What follows belongs to an exercise in optimizing a design on an open flow for small area and few clock cycles; a production flow would make more cautious choices. Power and IR drop assume default switching activity.

==> try-onyx <==
==> flow/design.v (excerpt) <==
module fdc_top (
    input  wire        clk,
    input  wire        rst,           
    input  wire        cpu_req,
    input  wire        cpu_we,
    input  wire [2:0]  cpu_port,
    input  wire [7:0]  cpu_wdata,
    output reg         cpu_ack,
    output reg  [7:0]  cpu_rdata,
    input  wire        host_load,
    input  wire        host_eject,
    input  wire [20:0] med_size,
    output reg         med_re,
    output reg         med_we,
    output reg  [20:0] med_addr,
    output reg  [7:0]  med_wdata,
    input  wire [7:0]  med_rdata,
    output wire        irq,
    output wire        io_active,
    output reg         flush
);
    localparam PH_IDLE = 2'd0, PH_CMD = 2'd1, PH_EXEC = 2'd2, PH_RES = 2'd3;
    localparam S_READY = 2'd0, S_RDWAIT = 2'd1, S_FMT = 2'd2;
    localparam H_INVALID = 4'b0000, H_SENSEINT = 4'b0001,
               H_SPECIFY = 4'b0010, H_SEEK     = 4'b0011,
               H_SENSEDRV = 4'b0100, H_RECAL   = 4'b0101,
               H_READID  = 4'b0110, H_FORMAT   = 4'b0111,
               H_WRDEL   = 4'b1000, H_RDTRACK  = 4'b1001, H_SCAN     = 4'b1010,
               H_RDDEL   = 4'b1011, H_WRDATA   = 4'b1100, H_RDDATA   = 4'b1101;
    reg [1:0]  state;
    reg [1:0]  phase;
    reg [3:0]  idx;
    reg [3:0]  hq;                
    reg [2:0]  cb1_q;
  ...
clock: 10.0 ns
lec_check: 0
cap_margin: 20
core_margin: 2
core_utilization: 65
slew_margin: 20
buffer_ports_args: -buffer_cell sky130_fd_sc_hd__buf_1
cts_args: -sink_clustering_enable -repair_clock_nets -dont_use_dummy_load -sink_clustering_size 30 -sink_clustering_max_diameter 100 -buf_list {sky130_fd_sc_hd__clkbuf_4 sky130_fd_sc_hd__clkbuf_8}
recover_power: 100
standard.sh (not shown) runs the stock make flow with config.mk's settings and CLKGATE_MAP_FILE= SYNTH_SCRIPT=/design/flow/synth_recipe.tcl, a recipe that flattens the netlist after the stock synthesis.
==> flow/flow/run.sh <==
#!/bin/bash
# Own layout flow: the standard flow (standard.sh) with two changes.
#  1. After the standard synthesis, the combinational logic between the
#     registers is mapped again by ABC with an area-oriented script
#     (remap.abc). The registers stay exactly as the standard synthesis made
#     them: the same cells with the same names.
#  2. ORFS settings (extra.mk): port buffers as buf_1 cells, and a clock tree
#     of clkbuf_4/clkbuf_8 cells without dummy loads.
# Each step writes its full output to a log file of its own here.
set -euo pipefail
WORK=$PWD
RES=$WORK/orfs/results/$FLOW_PLATFORM/fdc_top/base
LIB=$FLOW_HOME/platforms/$FLOW_PLATFORM/lib/sky130_fd_sc_hd__tt_025C_1v80.lib

cat flow/extra.mk >> config.mk

# 1. the standard synthesis
bash standard.sh synth > log_1_synth.txt 2>&1
cp "$RES/1_2_yosys.v" "$WORK/synth_standard.v"

# 2. map the combinational logic again, keeping the registers
DONT_USE=$(awk '/^export DONT_USE_CELLS/ {on=1} on {print} on && !/\\$/ {on=0}' \
    "$FLOW_HOME/platforms/$FLOW_PLATFORM/config.mk" | sed 's/export DONT_USE_CELLS *+= *//; s/\\//g' | tr -s ' \n' ' ')
DU_ARGS=""
for c in $DONT_USE; do DU_ARGS="$DU_ARGS -dont_use $c"; done
cat > remap.ys <<YS
read_liberty -ignore_miss_func $LIB
read_verilog $WORK/synth_standard.v
hierarchy -top $FLOW_TOP
blackbox sky130_fd_sc_hd__*df*
flatten
opt_clean -purge
techmap
opt -fast
abc -script $WORK/flow/remap.abc -liberty $LIB $DU_ARGS
opt_clean -purge
hilomap -singleton -hicell sky130_fd_sc_hd__conb_1 HI -locell sky130_fd_sc_hd__conb_1 LO
insbuf -buf sky130_fd_sc_hd__buf_4 A X
opt_clean -purge
select -module $FLOW_TOP
stat -liberty $LIB
write_verilog -noattr -nohex -nodec -selected $WORK/synth_remapped.v
YS
yosys -s remap.ys > log_2_remap.txt 2>&1
# the registers must be those of the standard synthesis
regs() { grep -oE 'sky130_fd_sc_hd__[a-z]*df[a-z0-9_]* +[^ (]+' "$1" | sort; }
if ! cmp -s <(regs "$WORK/synth_standard.v") <(regs "$WORK/synth_remapped.v"); then
    echo "remapped netlist changed the registers" >&2
    exit 1
fi
cp "$WORK/synth_remapped.v" "$RES/1_2_yosys.v"
touch "$RES/1_2_yosys.v"

# 3. the rest of the standard flow, from the new netlist
bash standard.sh > log_3_layout.txt 2>&1
==> flow/flow/remap.abc <==
strash
&get -n
&deepsyn -T 60
&put
dch -f
amap
Other scripts of this flow, unchanged in this note and not shown: flow/flow/extra.mk
==> try-cedar: changes against try-onyx <==
==> flow/flow/remap.abc (replaced) <==
strash
&get -n
&deepsyn -T 60
&put
dch -f
amap -m -F 4 -A 8
- CORE_UTILIZATION: 65 -> 40
==> results.txt <==
metric                                                                                                     try-onyx                                        try-cedar
LEAKAGE                                                                                                  0.00265 uW                                       0.00265 uW
Final max-slew violation count                                                                                   10                                               44
Outcome                                                                                    finished with violations                         finished with violations
Layout check failures                                               max-capacitance violations, max-slew violations  max-capacitance violations, max-slew violations
Register fraction of the total cell area                                                                      36.9%                                            37.0%
Post-place setup slack                                                                                      1.09 ns                                          1.31 ns
Worst Min Path Start                                                                                       cur_r[6]                                         moved[1]
Comb_multi_in                                                                                                   675                                              642
Signal arrival time at the worst endpoint                                                                   7.17 ns                                          6.87 ns
Clock latency of the later-clocked register in the worst-skew pair                                          0.47 ns                                          0.45 ns
Critical Setup Path Class                                                                                   reg2out                                           in2out
Worst setup path end                                                                                         med_re                                           med_we
Post-detailed-placement cell area                                                                     0.00787 sq mm                                    0.00783 sq mm
Via count of the first global-routing pass                                                                     7087                                             6698
Reg2reg end                                                                                                  off_ok                                           lba[4]
Cell with the largest stage delay on the worst path                                                        edfxtp_1                                           nor3_1
Post-detailed-placement half-perimeter wirelength                                                          18600 um                                         18900 um
Function was not checked in any run of this note: the RTL went through the layout flow alone.

separate check: timing with driven ports:
In the flow no input, the clock included, has a driving cell. The finished layouts below were timed again as built, in two steps. Step 1 sets driving cells, clkbuf_16 on the clock port and buf_2 on the other inputs (assumed; they add their load-dependent delay and slew). Step 2 adds t to the input delays and takes it off the output delays; t is the mean of the earliest and latest rising clock arrival at the registers after step 1. Input paths then give back, and output paths get back, about the clock's delay inside the block. Slacks: ideal ports / drivers / drivers and shift; pairs: ideal ports / drivers.
run | shift t [ns] | setup WS [ns] | worst setup path at the end | pins driven straight from the clock port
try-onyx | 0.494 | 0.832 / 0.795 / 0.975 | input to output | 1
try-cedar | 0.485 | 1.125 / 1.100 / 1.100 | input to output | 1
For try-cedar, which loses most, drivers alone change the setup slack by -0.025 ns; drivers and shift together by -0.025 ns.
